From an optimization exercise on the open Yosys and OpenROAD flow, aimed at small area, a short achievable clock period and few clock cycles; shortcuts taken in it are not production practice.
RTL that was checked went through simulation tests only; none was proved equivalent to the original.
Power figures rest on the tool's default switching activity, not on a simulated workload.

==> flow/design.v (excerpt) <==
module ndef_dec (
    input  wire        clk,
    input  wire        rst,           
    input  wire        req,
    input  wire [7:0]  op,
    input  wire [7:0]  arg,
    output wire        busy,
    output reg         done,
    output reg  [2:0]  res,
    output reg  [3:0]  cause,
    output reg         badtxt,
    output wire [15:0] tb_len,
    output wire [15:0] txt_off,
    output wire [15:0] txt_len,
    output wire [15:0] idx,
    input  wire [15:0] rd_addr,
    output wire [7:0]  rd_data
);
Size: ~2500 cells after synthesis, roughly 1200 flip-flops, ~37000 sq um of cells after synthesis.
clock: 10.0 ns
lec_check: 0
cap_margin: 20
core_margin: 2
core_utilization: 50
cts_cluster_diameter: 90
cts_cluster_size: 24
slew_margin: 20
standard.sh (not shown) runs the stock make flow with config.mk's settings and CLKGATE_MAP_FILE= SYNTH_SCRIPT=/design/flow/synth_recipe.tcl, a recipe that flattens the netlist after the stock synthesis.
==> flow/flow/run.sh <==
#!/bin/bash
# The standard layout (standard.sh, with its unchanged synthesis), with
# more timing-repair effort: repair_timing aims for 6.0 ns of setup slack,
# ports are buffered with buf_2, and the resizer may change a cell's footprint.
bash standard.sh SETUP_SLACK_MARGIN=6.0 MATCH_CELL_FOOTPRINT=0 \
    "BUFFER_PORTS_ARGS=-buffer_cell sky130_fd_sc_hd__buf_2" finish > standard.log 2>&1
Testbench counts at the start, summed over its fixed seeds: cycles 15,689.
Change:
--- a/flow/design.v
+++ b/flow/design.v
@@ -40,23 +40,22 @@
                      M_PL1  = 4'd7,     
                      M_PL4A = 4'd8,     
                      M_PL4B = 4'd9,
                      M_PL4C = 4'd10,
                      M_PL4D = 4'd11,    
                      M_ID   = 4'd12,    
                      M_TCHK = 4'd13,    
                      M_LANG = 4'd14,    
                      M_TXT  = 4'd15;    
     reg [CAP*8-1:0] ring;
     reg [6:0] rot;
-    reg       rot_x01;               
     reg [6:0] ofs;                   
     reg [7:0] len;                   
     reg       busy_r;
     reg       wpend;                 
     wire      full = len[7];
     assign tb_len = {8'd0, len};
     assign busy   = busy_r;
     wire acc    = req && !busy_r;
     wire is_clr = acc && (op == OP_TBCLR);
     wire is_app = acc && (op == OP_TBAPP);
     wire is_dec = acc && (op == OP_DEC);
@@ -71,23 +70,23 @@
         ring <= {slot0, ring[CAP*8-1:8]};
     wire [6:0] ra_g = rd_addr[6:0] & rot;
     wire [6:0] ra_p = rd_addr[6:0] ^ rot;
     wire [6:0] ra_c;                 
     assign ra_c[0] = 1'b0;
     assign ra_c[1] = ra_g[0];
     assign ra_c[2] = ra_g[1] | (ra_p[1] & ra_g[0]);
     assign ra_c[3] = ra_g[2] | (ra_p[2] & ra_c[2]);
     assign ra_c[4] = ra_g[3] | (ra_p[3] & ra_g[2]) | (ra_p[3] & ra_p[2] & ra_c[2]);
     assign ra_c[5] = ra_g[4] | (ra_p[4] & ra_c[4]);
     assign ra_c[6] = ra_g[5] | (ra_p[5] & ra_g[4]) | (ra_p[5] & ra_p[4] & ra_c[4]);
-    wire [6:0] ra = {ra_p[6:2] ^ ra_c[6:2], rd_addr[1] ^ (rd_addr[0] ? rot_x01 : rot[1]), ra_p[0]};
+    wire [6:0] ra = ra_p ^ ra_c;
     wire [CAP*8-1:0] rview = {ring[CAP*8-1:8], slot0};
     reg  [7:0] rd_lo, rd_hi;
     reg        rd_sel;
     always @(posedge clk) begin
         rd_lo  <= rview[ra[5:0]*8 +: 8];
         rd_hi  <= rview[512 + ra[5:0]*8 +: 8];
         rd_sel <= ra[6];
     end
     assign rd_data = rd_sel ? rd_hi : rd_lo;
     reg [3:0]  mode;
     reg        fin;                  
@@ -331,28 +330,26 @@
                 cause <= C_ILLEGAL_OP;
             end
         end
     end
     always @(posedge clk) begin
         if (!busy_r) begin
             pb <= arg;
         end
     end
     always @(posedge clk) begin
         if (rst || is_clr) begin
-            rot     <= 7'd1;
-            rot_x01 <= 1'b1;
-            ofs     <= 7'd1;
+            rot <= 7'd1;
+            ofs <= 7'd1;
         end else begin
-            rot     <= rot - 7'd1;
-            rot_x01 <= rot[1];       
+            rot <= rot - 7'd1;
             ofs <= app_ok ? ofs : ofs - 7'd1;
         end
     end
     always @(posedge clk) begin
         if (rst || is_clr) begin
             mode     <= M_T;
             fin      <= 1'b0;
             np       <= 8'd0;
             s_badtxt <= 1'b0;
         end else begin
             mode     <= n_mode;
The new run finished clean.
Synthesized area stays flat.
Critical path depth is lower by 1.
Cell count is unchanged.
Maximum frequency decreases by 1.3%.
Clock-buffer cell count shrinks by 1.
Worst setup slack got worse by 0.057 ns.
Testbench counts after the change, summed over its fixed seeds: cycles 15,689.


v34:
ndef_dec, a different RTL version from the one above (not shown whole).
Size: about 2700 cells after synthesis, ~120 I/O pins, ~38000 um^2 of cells after synthesis.
export LEC_CHECK = 0
export CAP_MARGIN = 20
export CORE_MARGIN = 2
export CORE_UTILIZATION = 50
export CTS_CLUSTER_DIAMETER = 90
export CTS_CLUSTER_SIZE = 24
export SLEW_MARGIN = 20
create_clock -name core_clock -period 10.0 [get_ports {clk}]
Scripts as last shown in full above: flow/flow/run.sh
The inputs of v33 differ from those of v34 as listed below.
--- a/flow/design.v
+++ b/flow/design.v
@@ -100,24 +100,24 @@
     reg        lhi_nz;               
     reg [7:0]  msgend;               
     reg        h_me, h_sr, h_il, h_tnf1;
     reg        tl1;                  
     reg [8:0]  rend;                 
     reg [7:0]  pl;                   
     reg        pl_big;               
     reg [7:0]  p2;                   
     reg        s_badtxt;
     wire [7:0] b   = pb;
     wire [7:0] p1  = len;
-    wire [8:0] np1 = {1'b0, np} + 9'd1;
-    wire       hit = pend && !fin && (np1 == {1'b0, len});
+    wire [7:0] lm1 = len - 8'd1;              
+    wire       hit = pend && !fin && (np == lm1);
     wire       rs_hdr = !h_me && (np < msgend);
     wire       as_t   = (mode == M_T) || (mode == M_RS && !rs_hdr);
     wire       as_hdr = (mode == M_HDR) || (mode == M_RS && rs_hdr);
     wire [8:0] rend_inc  = rend + 9'd1 + ((mode == M_PL4A || mode == M_PL4B || mode == M_PL4C) ? 9'd0 : {1'b0, b});
     wire [8:0] rend_next = {rend_inc[8] | rend[8], rend_inc[7:0]};
     wire       s_nob     = (mode == M_PL1) || (mode == M_PL4D);
     wire       s_cin     = s_nob || (mode == M_ID);
     wire [8:0] psum      = {1'b0, p1} + {1'b0, s_nob ? 8'd0 : b} + {8'd0, s_cin};
     wire [7:0] psum_s    = {psum[8] | psum[7], psum[6:0]};
     wire [8:0] tsum      = {1'b0, pl} + {1'b0, ~b};
     reg [3:0]  n_mode;
### Flow results
v33: full flow OK, the timing, design-rule and antenna checks passed. On power, v34 beats v33. In the flow results for v34 and v33, the core region area is smaller on v33. In v33 relative to v34, routed length on met3 had gone up by more than a quarter. Looking at v34 and v33, the worst path arrival time is a wash. Compare v34 and v33 | part of the total power dissipated in the clock network higher: v34. In the reports for v34 and v33, the smaller footprint of the multi-input gates belongs to v33. When the final numbers for v34 and v33 were put side by side, the wire length of the first global-routing pass turned out to be greater in v33. On area added between synthesis and finish, v34 tracks v33 almost exactly. Of v34 and v33, the run reporting the higher number of non-clock inverters in the layout was v34. Higher pin slew with the least headroom to its limit goes to v34 over v33. Of v33 and v34, it is v33 that has the lower placed cell area.
Testbench counts of v33, summed over its fixed seeds: cycles 15,689.
For v34, only the layout was checked, not whether the RTL still works.

separate check: timing with driven ports:
The results above use ideal ports. As a check the final layouts listed here were re-extracted and re-timed, cells and wires unchanged. Step 1 (the two cells are an assumption about what drives the block):
set clk [get_ports {clk}]
set_driving_cell -lib_cell sky130_fd_sc_hd__clkbuf_16 $clk
set_driving_cell -lib_cell sky130_fd_sc_hd__buf_2 [delete_from_list [all_inputs] $clk]
Step 2 times the ports against the registers' clock, not the clock port: input delays grow and output delays shrink by t, the midpoint of the rising clock arrivals with the driver on. a / b / c = no drivers / after step 1 / after step 2; a / b = the first two.
run	shift t [ns]	setup slack, ns	worst setup path after step 2
the first run of note 1	0.696	5.743 / 5.685 / 4.989	input to register
the second run of note 1	0.700	5.686 / 5.710 / 5.010	input to register
v34	0.704	6.012 / 6.010 / 5.306	input to register
v33	0.724	6.044 / 6.070 / 5.346	input to register
After both steps setup and hold are still met in every run listed. The setup slack of the first run of note 1, which loses most, moves by -0.058 ns with the drivers and by -0.754 ns with both steps.
